This design comes from an exercise in tuning for small area on the open sky130 flow, not from production work. Function was checked by simulation only, so behaviour that the tests miss may differ from the original. No driver is modelled on the clock port, so clocking that relies on it looks cheaper here than on a real chip. Power figures rest on the tool's default switching activity, not on a simulated workload.

==> flow/design.v <==
module deframer #(
    parameter MAX_LEN = 128                    
) (
    input  wire                   clk,
    input  wire                   rst,             
    input  wire                   in_vld,
    input  wire                   in_bit,
    input  wire [15:0]            cfg_sync,
    input  wire                   cfg_has_crc,
    input  wire                   cfg_check_crc,
    input  wire [15:0]            cfg_poly,
    output reg                    ev_valid,
    output wire [1:0]             ev_kind,         
    output wire                   ev_ok,
    output wire [7:0]             ev_len,
    output wire [8*MAX_LEN-1:0]   ev_data,         
    output wire [15:0]            ev_crc_calc,
    output wire [15:0]            ev_crc_recv
);
    localparam [1:0] ST_SEARCH  = 2'd0,
                     ST_LENGTH  = 2'd1,
                     ST_PAYLOAD = 2'd2,
                     ST_TRAILER = 2'd3;
    reg  [1:0]  st;
    reg  [15:0] sr;            
    reg  [2:0]  bcnt;          
    reg  [6:0]  kcnt;          
    reg  [7:0]  len;
    reg  [15:0] crc;           
    reg         mism;          
    reg  [8*MAX_LEN-1:0] pbuf;
    wire [15:0] shifted   = {sr[14:0], in_bit};
    wire        byte_end  = (bcnt == 3'd7);
    wire [7:0]  kcnt_inc  = {1'b0, kcnt} + 8'd1;
    wire        last_byte = (kcnt_inc == len);
    wire        verify_en = cfg_has_crc & cfg_check_crc;
    wire        match = ev_valid ? ({15'd0, in_bit} == cfg_sync)
                                 : (shifted == cfg_sync);
    wire [15:0] crc_next = {crc[14:0], 1'b0} ^ (cfg_poly & {16{crc[15] ^ in_bit}});
    wire        step  = in_vld & ~rst;
    wire        pay   = (st == ST_PAYLOAD);
    wire        stb   = step & byte_end;
    wire        wr    = stb & pay;
    wire [7:0]  even_byte = kcnt[0] ? shifted[15:8] : shifted[7:0];
    wire [15:0] pair_data = {shifted[7:0], even_byte};
    genvar k;
    generate
        for (k = 0; k < MAX_LEN / 2; k = k + 1) begin : g_pair
            wire sel  = pay & (kcnt[6:1] == k);
            wire hold = ~sel;
            wire load = sel & stb;
            always @(posedge clk)
                pbuf[16*k +: 16] <= (pbuf[16*k +: 16] & {16{hold}})
                                  | (pair_data & {16{load}});
        end
    endgenerate
    assign ev_data     = pbuf;
    assign ev_len      = len;
    wire   alloc_fail  = (len > MAX_LEN);
    assign ev_kind     = {alloc_fail, mism};
    assign ev_ok       = ~(alloc_fail | mism);
    assign ev_crc_calc = crc;
    assign ev_crc_recv = sr;
    always @(posedge clk) begin
        if (rst) begin
            st       <= ST_SEARCH;
            sr       <= 16'd0;
            ev_valid <= 1'b0;
        end else begin
            ev_valid <= 1'b0;
            if (ev_valid && !in_vld)
                sr <= 16'd0;
            if (in_vld) begin
                case (st)
                    ST_SEARCH: begin
                        sr   <= ev_valid ? {15'd0, in_bit} : shifted;
                        bcnt <= 3'd0;
                        if (match) begin
                            crc <= 16'hFFFF;
                            st  <= ST_LENGTH;
                        end
                    end
                    ST_LENGTH: begin
                        sr   <= shifted;
                        crc  <= crc_next;
                        bcnt <= bcnt + 3'd1;
                        kcnt <= 7'd0;
                        if (byte_end) begin
                            len <= shifted[7:0];
                            if (shifted[7:0] > MAX_LEN) begin
                                ev_valid <= 1'b1;
                                mism     <= 1'b0;
                                st       <= ST_SEARCH;
                            end else if (shifted[7:0] == 8'd0) begin
                                if (cfg_has_crc) begin
                                    st <= ST_TRAILER;
                                end else begin
                                    ev_valid <= 1'b1;
                                    mism     <= 1'b0;
                                    st       <= ST_SEARCH;
                                end
                            end else begin
                                st <= ST_PAYLOAD;
                            end
                        end
                    end
                    ST_PAYLOAD: begin
                        sr   <= shifted;
                        crc  <= crc_next;
                        bcnt <= bcnt + 3'd1;
                        if (byte_end) begin
                            if (last_byte) begin
                                kcnt <= 7'd0;
                                if (cfg_has_crc) begin
                                    st <= ST_TRAILER;
                                end else begin
                                    ev_valid <= 1'b1;
                                    mism     <= 1'b0;
                                    st       <= ST_SEARCH;
                                end
                            end else begin
                                kcnt <= kcnt_inc[6:0];
                            end
                        end
                    end
                    default: begin  
                        sr   <= shifted;
                        bcnt <= bcnt + 3'd1;
                        if (byte_end) begin
                            kcnt[0] <= 1'b1;
                            if (kcnt[0]) begin
                                ev_valid <= 1'b1;
                                mism     <= verify_en && crc != shifted;
                                st       <= ST_SEARCH;
                            end
                        end
                    end
                endcase
            end
        end
    end
endmodule
==> flow/config.mk <==
export PLATFORM = sky130hd
export DESIGN_NAME = deframer
export DESIGN_NICKNAME = deframer
export VERILOG_FILES = /design/flow/design.v
export SDC_FILE = /design/flow/constraint.sdc
export NUM_CORES = 4
export LEC_CHECK = 0
export CAP_MARGIN = 20
export CORE_AREA = 2.3 2.72 467.7 107.28
export DIE_AREA = 0 0 470 110
export SLEW_MARGIN = 20
==> flow/constraint.sdc <==
create_clock -name core_clock -period 10.0 [get_ports {clk}]
set_input_delay 2.0000 -clock core_clock [delete_from_list [all_inputs] [get_ports {clk}]]
set_output_delay 2.0000 -clock core_clock [all_outputs]
set_load 0.01 [all_outputs]
standard.sh (not shown) runs the stock make flow with config.mk's settings and CLKGATE_MAP_FILE= SYNTH_SCRIPT=/design/flow/synth_recipe.tcl, a recipe that flattens the netlist after the stock synthesis.
==> flow/flow/run.sh <==
#!/bin/bash
# Standard ORFS layout (the standard.sh) with:
#  - port buffers made from the smallest buffer cell,
#  - clock tree from clkbuf_8 leaves (up to 16 sinks) without dummy loads,
#  - leaf clock buffers with a high estimated clock-pin slew upsized
#    after CTS (flow/post_cts.tcl).
set -euo pipefail
here=$(pwd)
bash standard.sh \
  'BUFFER_PORTS_ARGS=-buffer_cell sky130_fd_sc_hd__buf_1' \
  'CTS_ARGS=-sink_clustering_enable -repair_clock_nets -dont_use_dummy_load -buf_list sky130_fd_sc_hd__clkbuf_8 -sink_clustering_size 16 -sink_clustering_max_diameter 50' \
  "POST_CTS_TCL=$here/flow/post_cts.tcl" \
  finish > flow_standard.log 2>&1
==> flow/flow/post_cts.tcl <==
# Upsize clock leaf buffers whose flip-flop clock pins have a high
# estimated slew, then legalize the placement again.
estimate_parasitics -placement
set limit 0.098
set worst [dict create]
foreach pin [all_registers -clock_pins -edge_triggered] {
  set w 0
  foreach e {rise fall} {
    foreach a {min max} {
      set s [get_property $pin slew_${a}_$e]
      if {$s > $w} { set w $s }
    }
  }
  set drv [get_pins -of_objects [get_nets -of_objects $pin] -filter "direction==output"]
  set inst [get_full_name [get_cells -of_objects $drv]]
  if {![dict exists $worst $inst] || [dict get $worst $inst] < $w} { dict set worst $inst $w }
}
set n 0
foreach inst [dict keys $worst] {
  set w [dict get $worst $inst]
  set master [get_property [get_cells $inst] ref_name]
  if {$w > $limit && $master ne "sky130_fd_sc_hd__clkbuf_16"} {
    puts "post_cts: $inst ($master) clock pin slew $w, upsized"
    replace_cell [get_cells $inst] sky130_fd_sc_hd__clkbuf_16
    incr n
  }
}
puts "post_cts: upsized $n clock buffers"
if {$n > 0} {
  detailed_placement
  check_placement -verbose
  estimate_parasitics -placement
}
Edit:
--- a/flow/flow/run.sh
+++ b/flow/flow/run.sh
@@ -9,5 +9,5 @@
 bash standard.sh \
   'BUFFER_PORTS_ARGS=-buffer_cell sky130_fd_sc_hd__buf_1' \
-  'CTS_ARGS=-sink_clustering_enable -repair_clock_nets -dont_use_dummy_load -buf_list sky130_fd_sc_hd__clkbuf_8 -sink_clustering_size 16 -sink_clustering_max_diameter 50' \
+  'CTS_ARGS=-sink_clustering_enable -repair_clock_nets -dont_use_dummy_load -buf_list sky130_fd_sc_hd__clkbuf_16 -sink_clustering_size 28 -sink_clustering_max_diameter 50' \
   "POST_CTS_TCL=$here/flow/post_cts.tcl" \
   finish > flow_standard.log 2>&1
CAP_MARGIN = 5   (was 20)
CORE_AREA = 2.3 2.72 473.7 101.28   (was 2.3 2.72 467.7 107.28)
DIE_AREA = 0 0 476 104   (was 0 0 470 110)
SLEW_MARGIN = 5   (was 20)
Outcome:
- wire length is lower by 2.8%
- final area is lower by 0.71%
- synthesized cell count does not change
- hold slack is about the same
- count of clock-buffer cells in the layout is lower by 33
- die area is lower by 4.2%
- sequential share of layout area is higher by 0.40 points
- first-iteration DRC count is higher by 2.6%
- worst setup slack is worse by 0.079 ns
Edit:
--- a/flow/flow/run.sh
+++ b/flow/flow/run.sh
@@ -9,5 +9,5 @@
 bash standard.sh \
   'BUFFER_PORTS_ARGS=-buffer_cell sky130_fd_sc_hd__buf_1' \
-  'CTS_ARGS=-sink_clustering_enable -repair_clock_nets -dont_use_dummy_load -buf_list sky130_fd_sc_hd__clkbuf_16 -sink_clustering_size 28 -sink_clustering_max_diameter 50' \
+  'CTS_ARGS=-sink_clustering_enable -repair_clock_nets -dont_use_dummy_load -buf_list sky130_fd_sc_hd__clkbuf_8 -sink_clustering_size 16 -sink_clustering_max_diameter 50' \
   "POST_CTS_TCL=$here/flow/post_cts.tcl" \
   finish > flow_standard.log 2>&1
CORE_AREA = 2.3 2.72 467.7 107.28   (was 2.3 2.72 473.7 101.28)
DIE_AREA = 0 0 470 110   (was 0 0 476 104)
Result: Synthesized area is unchanged. Global-route usage is lower by 1.3 points. Clock power rose by a little under a tenth. Combinational power is about the same. Register-to-register slack is worse by 0.04 ns. Hold slack is worse by 0.0042 ns.

Setup of P:
Starts from the design.v that is shown in full above.
export LEC_CHECK = 0
export CAP_MARGIN = 20
export CORE_AREA = 2.3 2.72 467.7 107.28
export DIE_AREA = 0 0 470 110
export SLEW_MARGIN = 20
create_clock -name core_clock -period 10.0 [get_ports {clk}]
==> flow/flow/run.sh <==
#!/bin/bash
# Standard ORFS layout (the standard.sh) with:
#  - port buffers made from the smallest buffer cell,
#  - clock tree from clkbuf_8 leaves without dummy loads,
#  - leaf clock buffers with a high estimated clock-pin slew upsized
#    after CTS (flow/post_cts.tcl).
set -euo pipefail
here=$(pwd)
bash standard.sh \
  'BUFFER_PORTS_ARGS=-buffer_cell sky130_fd_sc_hd__buf_1' \
  'CTS_ARGS=-sink_clustering_enable -repair_clock_nets -dont_use_dummy_load -buf_list sky130_fd_sc_hd__clkbuf_8 -sink_clustering_size 16 -sink_clustering_max_diameter 50' \
  "POST_CTS_TCL=$here/flow/post_cts.tcl" \
  finish > flow_standard.log 2>&1
==> flow/flow/post_cts.tcl <==
# Upsize clock leaf buffers whose flip-flop clock pins have a high
# estimated slew, then legalize the placement again.
estimate_parasitics -placement
set limit 0.115
set worst [dict create]
foreach pin [all_registers -clock_pins -edge_triggered] {
  set w 0
  foreach e {rise fall} {
    foreach a {min max} {
      set s [get_property $pin slew_${a}_$e]
      if {$s > $w} { set w $s }
    }
  }
  set drv [get_pins -of_objects [get_nets -of_objects $pin] -filter "direction==output"]
  set inst [get_full_name [get_cells -of_objects $drv]]
  if {![dict exists $worst $inst] || [dict get $worst $inst] < $w} { dict set worst $inst $w }
}
set n 0
foreach inst [dict keys $worst] {
  set w [dict get $worst $inst]
  set master [get_property [get_cells $inst] ref_name]
  if {$w > $limit && $master ne "sky130_fd_sc_hd__clkbuf_16"} {
    puts "post_cts: $inst ($master) clock pin slew $w, upsized"
    replace_cell [get_cells $inst] sky130_fd_sc_hd__clkbuf_16
    incr n
  }
}
puts "post_cts: upsized $n clock buffers"
if {$n > 0} {
  detailed_placement
  check_placement -verbose
  estimate_parasitics -placement
}
P reached the final stage; the timing, DRC and antenna checks on its layout passed.
What Q does differently from P at the input level:
Settings: CORE_AREA changed from 2.3 2.72 467.7 107.28 to 2.3 2.72 457.7 147.28; DIE_AREA changed from 0 0 470 110 to 0 0 460 150.
==> flow/flow/run.sh <==
#!/bin/bash
# Standard ORFS layout (the standard.sh), with the port buffers made
# from the smallest buffer cell and clock tree options set explicitly.
set -euo pipefail
bash standard.sh \
  'BUFFER_PORTS_ARGS=-buffer_cell sky130_fd_sc_hd__buf_1' \
  'CTS_ARGS=-sink_clustering_enable -repair_clock_nets -dont_use_dummy_load -buf_list sky130_fd_sc_hd__clkbuf_8 -sink_clustering_size 18 -sink_clustering_max_diameter 50' \
  finish > flow_standard.log 2>&1
removed: flow/flow/post_cts.tcl
==> comparison <==
- Delta (Q minus P): final worst clock skew comparable, area fraction in and, or, nand and nor cells after synthesis stayed essentially flat, power attributed to the clock group decreased by about 3% relative to the old numbers.
- The capturing instance or port of the critical path comes out crc[15] in one run and crc[14] in the other, namely in Q and P respectively.
- Comparing share of total power in sequential cells for Q and P, the smaller number came from P.
- Between P and Q, the non-clock buffering overhead in the final layout figures differ only marginally.
Here is what was changed in the inputs of R compared with Q.
Settings: changing CORE_AREA from 2.3 2.72 457.7 147.28 to 2.3 2.72 473.7 101.28; changing CAP_MARGIN from 20 to 5; changing SLEW_MARGIN from 20 to 5; changing DIE_AREA from 0 0 460 150 to 0 0 476 104.
==> flow/flow/run.sh <==
#!/bin/bash
# Standard ORFS layout (the standard.sh) with:
#  - port buffers made from the smallest buffer cell,
#  - clock tree from clkbuf_8 leaves (up to 16 sinks) without dummy loads,
#  - leaf clock buffers with a high estimated clock-pin slew upsized
#    after CTS (flow/post_cts.tcl).
set -euo pipefail
here=$(pwd)
bash standard.sh \
  'BUFFER_PORTS_ARGS=-buffer_cell sky130_fd_sc_hd__buf_1' \
  'CTS_ARGS=-sink_clustering_enable -repair_clock_nets -dont_use_dummy_load -buf_list sky130_fd_sc_hd__clkbuf_8 -sink_clustering_size 14 -sink_clustering_max_diameter 40' \
  "POST_CTS_TCL=$here/flow/post_cts.tcl" \
  finish > flow_standard.log 2>&1
==> flow/flow/post_cts.tcl (new file) <==
# Upsize clock leaf buffers whose flip-flop clock pins have a high
# estimated slew, then legalize the placement again.
estimate_parasitics -placement
set limit 0.098
set worst [dict create]
foreach pin [all_registers -clock_pins -edge_triggered] {
  set w 0
  foreach e {rise fall} {
    foreach a {min max} {
      set s [get_property $pin slew_${a}_$e]
      if {$s > $w} { set w $s }
    }
  }
  set drv [get_pins -of_objects [get_nets -of_objects $pin] -filter "direction==output"]
  set inst [get_full_name [get_cells -of_objects $drv]]
  if {![dict exists $worst $inst] || [dict get $worst $inst] < $w} { dict set worst $inst $w }
}
set n 0
foreach inst [dict keys $worst] {
  set w [dict get $worst $inst]
  set master [get_property [get_cells $inst] ref_name]
  if {$w > $limit && $master ne "sky130_fd_sc_hd__clkbuf_16"} {
    puts "post_cts: $inst ($master) clock pin slew $w, upsized"
    replace_cell [get_cells $inst] sky130_fd_sc_hd__clkbuf_16
    incr n
  }
}
puts "post_cts: upsized $n clock buffers"
if {$n > 0} {
  detailed_placement
  check_placement -verbose
  estimate_parasitics -placement
}
Results
Summary of R over Q: post-route cell area dropped 0.55%, fmax dropped 1.0%. Compared with Q, R shows worst path setup slack after routing lower by 43 ps. Re power in the clock group: Q and R aren't equal, and the higher value belongs to R. In the metrics for Q and R, the one carrying the lower detailed router's first-iteration violation count is Q. Clock period minus final worst setup slack delta (R − Q): unfavourable. Against Q as the reference, R delivers a lower area growth from synthesis to final layout.
#### Input delta (S over R)
==> flow/flow/run.sh <==
#!/bin/bash
# Standard ORFS layout (the standard.sh) with:
#  - port buffers made from the smallest buffer cell,
#  - clock tree from clkbuf_16 buffers (up to 28 sinks) without dummy loads,
#  - leaf clock buffers with a high estimated clock-pin slew upsized
#    after CTS (flow/post_cts.tcl).
set -euo pipefail
here=$(pwd)
bash standard.sh \
  'BUFFER_PORTS_ARGS=-buffer_cell sky130_fd_sc_hd__buf_1' \
  'CTS_ARGS=-sink_clustering_enable -repair_clock_nets -dont_use_dummy_load -buf_list sky130_fd_sc_hd__clkbuf_16 -sink_clustering_size 28 -sink_clustering_max_diameter 50' \
  "POST_CTS_TCL=$here/flow/post_cts.tcl" \
  finish > flow_standard.log 2>&1
Notes after the runs:
- In terms of flip-flop and latch count, R and S differ only marginally.
- Higher final cell count among S and R: R
- Taking R as the reference, in S die outline width flat, global-route met3 utilization fell 0.54 points.
- Wire: S routes less than R
- S -> R: residual overflow from global routing delta 0, exact match
- Reported leakage power was higher in R than in S.
- Looking only at setup slack, and setting everything else aside, the lower value of S and R goes to R.
Edits applied to the flow inputs when going from S to T:
Settings: changing CAP_MARGIN from 5 to 20; changing DIE_AREA from 0 0 476 104 to 0 0 466 120; changing SLEW_MARGIN from 5 to 20; changing CORE_AREA from 2.3 2.72 473.7 101.28 to 2.3 2.72 463.7 117.28.
==> flow/flow/run.sh <==
#!/bin/bash
# Standard ORFS layout (the standard.sh) with:
#  - port buffers made from the smallest buffer cell,
#  - clock tree from clkbuf_8 leaves without dummy loads,
#  - leaf clock buffers with a high estimated clock-pin slew upsized
#    after CTS (flow/post_cts.tcl).
set -euo pipefail
here=$(pwd)
bash standard.sh \
  'BUFFER_PORTS_ARGS=-buffer_cell sky130_fd_sc_hd__buf_1' \
  'CTS_ARGS=-sink_clustering_enable -repair_clock_nets -dont_use_dummy_load -buf_list sky130_fd_sc_hd__clkbuf_8 -sink_clustering_size 20 -sink_clustering_max_diameter 40' \
  "POST_CTS_TCL=$here/flow/post_cts.tcl" \
  finish > flow_standard.log 2>&1
diff --git a/flow/flow/post_cts.tcl b/flow/flow/post_cts.tcl
--- a/flow/flow/post_cts.tcl
+++ b/flow/flow/post_cts.tcl
@@ -2,5 +2,5 @@
 # estimated slew, then legalize the placement again.
 estimate_parasitics -placement
-set limit 0.098
+set limit 0.108
 set worst [dict create]
 foreach pin [all_registers -clock_pins -edge_triggered] {
[summary]
- Compared with S, in T global-route usage now sits lower, maximum operating frequency now sits higher, met1 routed wirelength after detailed routing now sits higher.
- Changes observed in T relative to S: count of buffers not belonging to the clock network in the layout was more or less identical; share of power burned in combinational logic about even; power spent charging and discharging nets moved up; via count decreased by 1042 relative to the old numbers; internal power consumption went up.
- Worst setup margin: T > S
- T vs S: routed wire length up by a few percent

what the ideal ports hide:
The results above use ideal ports. As a check the final layouts listed here were re-extracted and re-timed, cells and wires unchanged.
Step 1 assumes that a clkbuf_16 drives the clock port and a buf_2 every other input.
Step 2 also shifts input and output timing later by t, the mid clock arrival at the registers, as if the neighbouring blocks saw the same clock.
Slacks: no drivers / after step 1 / after step 2; pairs: no drivers / after step 1.
run	t (ns)	setup slack, ns	worst setup path after step 2	latest minus earliest clock arrival (ns)	worst data-port slew with drivers (ns)
the first run of note 1	0.776	5.964 / 5.997 / 5.229	input to register	0.062 / 0.062	0.06
the second run of note 1	0.673	5.886 / 5.809 / 5.421	input to register	0.063 / 0.063	0.08
the third run of note 1	0.766	5.942 / 5.971 / 5.216	input to register	0.080 / 0.080	0.06
P	0.750	5.988 / 6.010 / 5.277	input to register	0.071 / 0.071	0.06
Q	0.788	5.838 / 5.839 / 5.098	input to register	0.068 / 0.068	0.08
R	0.765	5.795 / 5.723 / 5.386	input to register	0.068 / 0.068	0.08
S	0.673	5.886 / 5.809 / 5.421	input to register	0.063 / 0.063	0.08
T	0.855	5.944 / 5.871 / 5.158	input to register	0.062 / 0.062	0.06
After both steps every run listed still meets setup and hold. For T, which loses most, drivers alone change the setup slack by -0.073 ns; drivers and shift together by -0.786 ns.
